Source: an optimization exercise on an open RTL-to-GDS flow (aim: small area, a short achievable clock period and few clock cycles per item). Production flows keep margins and buffers that such runs may drop.
No functional check of the RTL was part of this run.
Power is estimated from default activity; no workload was simulated.

### flow/run.sh
#!/bin/bash
set -euo pipefail
MARGIN=6.7
CTS="-sink_clustering_enable -repair_clock_nets -dont_use_dummy_load -sink_clustering_size 20 -sink_clustering_max_diameter 100"
PORTS="-buffer_cell sky130_fd_sc_hd__buf_2"
bash standard.sh SETUP_SLACK_MARGIN=$MARGIN "CTS_ARGS=$CTS" "BUFFER_PORTS_ARGS=$PORTS" finish > standard_finish.log 2>&1
### standard.sh
#!/bin/bash
# synth_recipe.tcl (not shown) runs the flow's synth.tcl, then flattens the netlist and writes it again
# the make line also repeats each setting of config.mk as NAME=value (left out here)
make -C /OpenROAD-flow-scripts/flow DESIGN_CONFIG=/design/flow/config.mk WORK_HOME=/design/flow/orfs CLKGATE_MAP_FILE= SYNTH_SCRIPT=/design/flow/synth_recipe.tcl "${@:-finish}"
### config.mk
export PLATFORM = sky130hd
export DESIGN_NAME = gsc_compressor
export DESIGN_NICKNAME = gsc_compressor
export VERILOG_FILES = /design/flow/design.v
export SDC_FILE = /design/flow/constraint.sdc
export NUM_CORES = 8
export LEC_CHECK = 0
export CAP_MARGIN = 30
export CORE_MARGIN = 2
export CORE_UTILIZATION = 50
export PLACE_DENSITY = 0.65
export SLEW_MARGIN = 30
export SYNTH_HIERARCHICAL = 1
### constraint.sdc
create_clock -name core_clock -period 10.0 [get_ports {clk}]
set_input_delay 2.0000 -clock core_clock [delete_from_list [all_inputs] [get_ports {clk}]]
set_output_delay 2.0000 -clock core_clock [all_outputs]
set_load 0.01 [all_outputs]
### design.v
module gsc_preds (
    input  wire [63:0] w,
    output wire [6:0]  p
);
    wire [7:0] rz, ro;    
    wire [7:0] cz, co;    
    genvar j;
    generate
        for (j = 0; j < 8; j = j + 1) begin : g_rc
            wire [7:0] col = {w[56+j], w[48+j], w[40+j], w[32+j],
                              w[24+j], w[16+j], w[8+j],  w[j]};
            assign rz[j] = ~|w[8*j +: 8];
            assign ro[j] =  &w[8*j +: 8];
            assign cz[j] = ~|col;
            assign co[j] =  &col;
        end
    endgenerate
    function automatic one8(input [7:0] v);
        reg [3:0] a2, m2;
        reg [1:0] a4, m4;
        integer k;
        begin
            for (k = 0; k < 4; k = k + 1) begin
                a2[k] = v[2*k] | v[2*k+1];
                m2[k] = v[2*k] & v[2*k+1];
            end
            for (k = 0; k < 2; k = k + 1) begin
                a4[k] = a2[2*k] | a2[2*k+1];
                m4[k] = m2[2*k] | m2[2*k+1] | (a2[2*k] & a2[2*k+1]);
            end
            one8 = (a4[0] ^ a4[1]) & ~m4[0] & ~m4[1];
        end
    endfunction
    wire rep = &(cz | co);
    assign p[0] = rep & rz[0];
    assign p[1] = rep & ro[0];
    assign p[2] = rep;
    assign p[3] = one8(~rz) & one8(~cz);
    assign p[4] = (&rz[7:1] & ~w[7])  | (&ro[7:1] & w[7]);
    assign p[5] = (&rz[7:2] & ~w[15]) | (&ro[7:2] & w[15]);
    assign p[6] = (&rz[7:4] & ~w[31]) | (&ro[7:4] & w[31]);
endmodule
module gsc_classify (
    input  wire [63:0]  w,
    input  wire [63:0]  h0,
    input  wire [63:0]  h1,
    input  wire [63:0]  h2,
    input  wire [63:0]  h3,
    output wire [104:0] pp
);
    wire [63:0] d [0:14];
    wire [63:0] p12, p13, p23;
    assign d[0] = w;
    gsc_xor64 u_x1  (.a(w),    .b(h0),  .y(d[1]));
    gsc_xor64 u_x2  (.a(w),    .b(h1),  .y(d[2]));
    gsc_xor64 u_x3  (.a(w),    .b(h2),  .y(d[3]));
    gsc_xor64 u_x4  (.a(w),    .b(h3),  .y(d[4]));
    gsc_xor64 u_p12 (.a(h1),   .b(h2),  .y(p12));
    gsc_xor64 u_p13 (.a(h1),   .b(h3),  .y(p13));
    gsc_xor64 u_p23 (.a(h2),   .b(h3),  .y(p23));
    gsc_xor64 u_x5  (.a(d[1]), .b(h1),  .y(d[5]));     
    gsc_xor64 u_x6  (.a(d[1]), .b(h2),  .y(d[6]));     
    gsc_xor64 u_x7  (.a(d[1]), .b(h3),  .y(d[7]));     
    gsc_xor64 u_x8  (.a(d[2]), .b(h2),  .y(d[8]));     
    gsc_xor64 u_x9  (.a(d[2]), .b(h3),  .y(d[9]));     
    gsc_xor64 u_x10 (.a(d[3]), .b(h3),  .y(d[10]));    
    gsc_xor64 u_x11 (.a(d[1]), .b(p12), .y(d[11]));    
    gsc_xor64 u_x12 (.a(d[1]), .b(p13), .y(d[12]));    
    gsc_xor64 u_x13 (.a(d[1]), .b(p23), .y(d[13]));    
    gsc_xor64 u_x14 (.a(d[2]), .b(p23), .y(d[14]));    
    genvar g;
    generate
        for (g = 0; g < 15; g = g + 1) begin : g_pred
            gsc_preds u_preds (.w(d[g]), .p(pp[7*g +: 7]));
        end
    endgenerate
endmodule
module gsc_xor64 (
    input  wire [63:0] a,
    input  wire [63:0] b,
    output wire [63:0] y
);
    assign y = a ^ b;
endmodule
module gsc_rdmux (
    input  wire [3:0]  pick,
    input  wire        set,
    input  wire [63:0] e0,
    input  wire [63:0] e1,
    input  wire [63:0] e2,
    input  wire [63:0] e3,
    output wire [63:0] y
);
    assign y = ({64{pick[0]}} & e0) | ({64{pick[1]}} & e1) |
               ({64{pick[2]}} & e2) | ({64{pick[3]}} & e3) | {64{set}};
endmodule
module gsc_select (
    input  wire [104:0] pp,
    output reg  [4:0]   id,
    output reg  [6:0]   cost
);
    wire [6:0] lv0 = pp[6:0];
    wire [6:0] lv1 = pp[13:7]  | pp[20:14] | pp[27:21] | pp[34:28];
    wire [6:0] lv2 = pp[41:35] | pp[48:42] | pp[55:49] | pp[62:56] |
                     pp[69:63] | pp[76:70];
    wire [6:0] lv3 = pp[83:77] | pp[90:84] | pp[97:91] | pp[104:98];
    wire [27:0] match;
    genvar g;
    generate
        for (g = 0; g < 7; g = g + 1) begin : g_match
            assign match[4*g + 0] = lv0[g];
            assign match[4*g + 1] = lv1[g];
            assign match[4*g + 2] = lv2[g];
            assign match[4*g + 3] = lv3[g];
        end
    endgenerate
    localparam [139:0] CAT_IDS = {
        5'd27, 5'd26, 5'd25, 5'd24, 5'd23, 5'd22, 5'd21, 5'd20,
        5'd19, 5'd11, 5'd18, 5'd15, 5'd10, 5'd17, 5'd14, 5'd9,
        5'd13, 5'd16, 5'd8,  5'd7,  5'd12, 5'd3,  5'd6,  5'd2,
        5'd5,  5'd1,  5'd4,  5'd0 };
    localparam [48:0] DATA_SIZE = {
        7'd35, 7'd19, 7'd11, 7'd9, 7'd11, 7'd3, 7'd2 };
    integer c;
    reg [4:0] pid;
    always @(*) begin
        id   = 5'd31;
        cost = 7'd65;
        for (c = 27; c >= 0; c = c - 1) begin
            pid = CAT_IDS[5*c +: 5];
            if (match[pid]) begin
                id   = pid;
                cost = DATA_SIZE[7*pid[4:2] +: 7] + {4'd0, pid[1:0], 1'b0};
            end
        end
    end
endmodule
module gsc_compressor (
    input  wire        clk,
    input  wire        rst,         
    input  wire        in_valid,
    output wire        in_ready,
    input  wire [1:0]  in_sid,
    input  wire [63:0] in_word,
    output reg         out_valid,
    output reg  [4:0]  out_id,      
    output reg  [6:0]  out_cost,
    output reg         out_last,    
    output reg  [10:0] out_total    
);
    assign in_ready = 1'b1;
    reg [63:0] win [0:15];          
    reg [1:0]  ptr [0:3];           
    reg [3:0]  full;                
    reg        v1;
    reg [63:0] w1;
    reg [3:0]  sel1;                
    always @(posedge clk) begin
        v1   <= in_valid && !rst;
        w1   <= in_word;
        sel1 <= 4'b0001 << in_sid;
    end
    wire [3:0] vld [0:3];
    wire [15:0] we;                 
    genvar gs, gk;
    generate
        for (gs = 0; gs < 4; gs = gs + 1) begin : g_st
            assign vld[gs] = {4{full[gs]}} |
                             {1'b0, &ptr[gs], ptr[gs][1], |ptr[gs]};
            for (gk = 0; gk < 4; gk = gk + 1) begin : g_we
                assign we[4*gs + gk] = v1 && sel1[gs] && ptr[gs] == gk;
            end
            always @(posedge clk) begin
                if (rst) begin
                    ptr[gs]  <= 2'd0;
                    full[gs] <= 1'b0;
                end else if (v1 && sel1[gs]) begin
                    ptr[gs] <= ptr[gs] + 2'd1;
                    if (&ptr[gs])
                        full[gs] <= 1'b1;
                end
            end
        end
        for (gs = 0; gs < 16; gs = gs + 1) begin : g_w
            always @(posedge clk)
                if (we[gs])
                    win[gs] <= w1;
        end
    endgenerate
    wire [63:0] h [0:3];
    generate
        for (gk = 0; gk < 4; gk = gk + 1) begin : g_rd
            wire [3:0] pick = sel1 & {vld[3][gk], vld[2][gk], vld[1][gk], vld[0][gk]};
            gsc_rdmux u_rd (
                .pick(pick), .set(gk == 0 ? ~|pick : 1'b0),
                .e0(win[gk]), .e1(win[4 + gk]), .e2(win[8 + gk]), .e3(win[12 + gk]),
                .y(h[gk])
            );
        end
    endgenerate
    reg        v2;
    reg [63:0] w2;
    reg [63:0] h2 [0:3];
    always @(posedge clk) begin
        v2    <= v1 && !rst;
        w2    <= w1;
        h2[0] <= h[0];
        h2[1] <= h[1];
        h2[2] <= h[2];
        h2[3] <= h[3];
    end
    wire [104:0] pp2;
    gsc_classify u_classify (
        .w(w2), .h0(h2[0]), .h1(h2[1]), .h2(h2[2]), .h3(h2[3]), .pp(pp2)
    );
    reg        v3;
    reg [104:0] pp3;
    always @(posedge clk) begin
        v3  <= v2 && !rst;
        pp3 <= pp2;
    end
    wire [4:0] sel_id;
    wire [6:0] sel_cost;
    gsc_select u_select (.pp(pp3), .id(sel_id), .cost(sel_cost));
    reg  [3:0]  word_cnt;
    wire [10:0] sum = (word_cnt == 4'd0 ? 11'd0 : out_total) + {4'd0, sel_cost};
    always @(posedge clk) begin
        if (rst) begin
            out_valid <= 1'b0;
            word_cnt  <= 4'd0;
        end else begin
            out_valid <= v3;
            if (v3)
                word_cnt <= word_cnt + 4'd1;
        end
    end
    always @(posedge clk) begin
        out_id   <= sel_id;
        out_cost <= sel_cost;
        out_last <= (word_cnt == 4'd15);
        if (v3)
            out_total <= sum;
    end
endmodule
==> run summary <==
cells by family (layout without fill, tap and decap cells):
family,Yosys count,after routing,share of synthesized area
muxes,31,31,0.00471
other,2,14,0.000107
DFF,1561,1561,0.595
adders and majority gates,26,26,0.00476
buffers and inverters,193,509,0.0188
and+or+nand+nor,1964,1964,0.155
xor gates and xnor gates,1118,1119,0.140
AOI/OAI and AO/OA,783,783,0.0814
area by class of cell:
| cell class | count | area share |
|---|---|---|
| antenna | 10 | 0.000318 |
| clock buffer | 94 | 0.0299 |
| inverter | 27 | 0.00137 |
| multi-input combinational | 3927 | 0.372 |
| sequential | 1561 | 0.531 |
| tap | 1876 | 0.0298 |
| timing repair buffer | 388 | 0.0356 |
Yosys cell counts (all sizes together) (66+ instances only):
cell,n
a21oi,272
a222oi,271
buf,158
dfxtp,526
edfxtp,1035
nand2,530
nand4,398
nor2,296
nor4,376
o21ai,66
or4,202
xor2,1093
flip-flops by register name, summed over array words and instances (netlist names), 4 cells and up:
signal     count
pp3          105
h2           256
sel1           4
full           4
win         1024
w2            64
out_total     11
word_cnt       4
out_cost       7
ptr            8
w1            64
out_id         5
power by group through the flow:
stage	Clock [mW]	Sequential (mW)	Combinational [mW]
2_1_floorplan	0	7.27	1.05
3_3_place_gp	0	7.43	2.02
3_5_place_dp	0	7.44	2.01
4_1_cts	3.69	7.30	2.06
5_1_grt	3.89	7.33	2.30
6_report	3.68	7.34	2.32
through the flow:
stage	hold slack (ns)	cell area [µm²]
finish	0.421	78700
global placement	0.422	74000
detailed placement	0.431	74200
global route	0.431	78700
CTS	0.421	77800
floorplan	0.414	69900
how the worst max path moves through the flow:
stage / start / endpoint / slack (ns)
global route: pp3[66] / out_total[9] / 6.25
CTS: pp3[66] / out_total[9] / 6.32
detailed placement: pp3[89] / out_total[8] / 6.05
finish: pp3[66] / out_total[9] / 6.35
global placement: w2[44] / pp3[94] / 5.92
floorplan: pp3[52] / out_total[10] / 6.70
routing by layer:
metal	routed length [µm]	up-vias	global-route usage
li1	-	22547	-
met1	127000	28487	0.613
met2	138000	5122	0.653
met3	52700	1118	0.202
met4	28100	23	0.310
met5	296	-	0.00652
worst register-to-register path: stages (launching register included):
cell and delay [ns]:
dfxtp_4 0.37, or4_4 0.54, or4b_4 0.51, or3_4 0.38, nor3_4 0.17, nand4_2 0.15, nor4_4 0.24, ha_1 0.33
a21oi_2 0.20, o211ai_1 0.15, nand4_1 0.11, xor2_1 0.16, nor2_1 0.06
per-module statistics from Yosys, one instance, submodules excluded, a selection:
module          cells inside  times used  area, µm²
gsc_compressor          1748           1      42800
gsc_rdmux                227           4       1460
gsc_select               134           1        830
gsc_preds                120          15        722
gsc_xor64                 64          17        561
what timing repair did:
action	in CTS	in global routing
cloned	0	1
setup endpoints to repair	83	68
buffers inserted	33	34
hold endpoints to repair	0	0
pin swaps	31	24
resized for setup	159	116
==> impl_metrics.yaml <==
run_status:
  outcome: "complete, no violations"
yosys:
  avgSynthCellArea_um2: 12.3
  syn_inst: 5678
  synth_async_sr_flop_share: 0
  synthFlopType: "edfxtp_1"
  ys_top_cells_by_area: "edfxtp_1 44%, dfxtp_1 15%, xor2_1 14%"
  yosysSeqAreaShare: 0.595
  synth_top_area_cell: "edfxtp_1"
  ys_ff_latch: 1561
  synth_edf_count: 1035
  ys_types: 66
  synth_area_um2: 69900
  synth_top_area_share: 0.445
  ys_warn_count: 16
routing:
  viasPerCell: 7.27
  vias: 57297
  wl_per_cell_um: 43.9
  drt_first_pass_iters: 11
  wl_um: 346000
  first_iter_violations: 11459
  drc: 0
  ant_nets: 0
global_route:
  grt_pass1_wl_um: 455000
  grt_max_degree: 65
  antenna_found_initial: 18
  grt_overflow_total: 0
  track_usage: 0.476
  grt_pass1_vias: 52644
critical_path:
  crit_path_top_delay_cell: "or4_4"
  worstPathArrival_ns: 4.12
  worstSetupPathType: "flip-flop to flip-flop"
  reg2reg_slack_ns: 6.35
  worst_path_dominant_cell_family: "simple AND/OR/NAND/NOR gates"
  crit_path_end_kind: "flip-flop"
  cp_slowest_stage_delay_ns: 0.53
  cp_max_fo: 3
  timing.rr.start: "pp3[66]"
  path_cells: "or4_4 > or4b_4 > or3_4 > nor3_4 > nand4_2 > nor4_4 > ha_1 > a21oi_2 > o211ai_1 > nand4_1 > xor2_1 > nor2_1"
  worstSetupStartpointType: "flip-flop"
  cp.required_ns: 10.47
  crit_cells: 12
  worst_r2r_path_depth: 12
  path_buf_inv: 0
  r2r-end: "out_total[9]"
timing:
  setup_violations: 0
  max_freq_ghz: 0.274
  setup_ws_ns: 6.35
  tightest_slew_ns: 1.05
  post-route-period-util: 0.365
  rsz0062_at_grt: "yes"
  maxSlewHeadroom: 0.277
  setup_tns_ns: 0
  hold_viol_final: 0
  finClkSkew_ns: 0.113
  finalMaxSlewViolations: 0
  min_period_ns: 3.65
cts:
  cts.clk_slew.worst_paths_ns: 0.08
  clk_path_buf_depth: 3
  hold_buffers: 0
  cts_tree: "yes"
  clockRootBuffer: "clkbuf_16"
  clkSinkCount: 1561
  cts_max_level: 3
  cts_made_buffers: 94
  worstSkewPairLatency_ns: 0.78
power_and_ir_drop:
  p_int_mw: 9.21
  power_frac_seq: 0.550
  switching_share: 0.310
  p_per_area_nw_per_um2: 170
  pwr-share-clk: 0.276
  leakagePower_nw: 25.5
  peakVddDrop_mv: 0.185
  report.power.total_mw: 13.3
  combPwrFrac: 0.174
  power_switching_mw: 4.13
die:
  boundaryPins: 95
  die_x_um: 378
  core-area_um2: 139000
  fp-row-count: 137
  die_h_um: 378
  start_util: 0.502
  die_area_um2: 143000
final_layout:
  final_util: 0.565
  drive_gt1_frac: 0.158
  layout_common_cells: "1,035 x edfxtp_1, 978 x xor2_1, 530 x nand2_1"
  seqCellArea_um2: 41800
  fillers: 11479
  final_common_cell: "edfxtp_1"
  areaGrowthSynthToFinish_pct: 12.6
  final_nets: 6094
  instances_no_fill: 7883
  multi_input_area_um2: 29300
hold_path:
  whs_endpoint: "h2[1][54]"
  min_from: "win[1][54]"
  hold_class: "flip-flop to flip-flop"
  min_path_cells: 2
placed_design:
  place.gp.congestion: 1.15
  place_ws_ns: 6.05
  placed_cells: 7711
  port_buffers: 93
  dp_hpwl_um: 249000
run:
  maxCapViolCount: 0

==> what the ideal ports hide <==
No port has a modelled driver above. Below, the same layout with a new extraction and two added sets of constraints. Step 1, drivers: a clkbuf_16 drives clk and a buf_2 each remaining input, both assumed. Step 2 moves the port delays by t, midway between the first and last clock arrival at a register: inputs arrive t later, outputs are due t later. That takes back most of the time a late clock gives input paths. a / b / c = ideal ports / drivers / drivers and shift; a / b = the first two.
t (ns): 0.811
setup slack, ns: 6.349 / 6.349 / 6.349
worst hold slack (ns): 0.421 / 0.421 / 0.421
worst setup path at the end: register to register
worst register clock-pin slew, ns: 0.09 / 0.09
After both steps this run still meets setup and hold. The setup slack of this run moves by 0.000 ns with the drivers and by 0.000 ns with both steps.
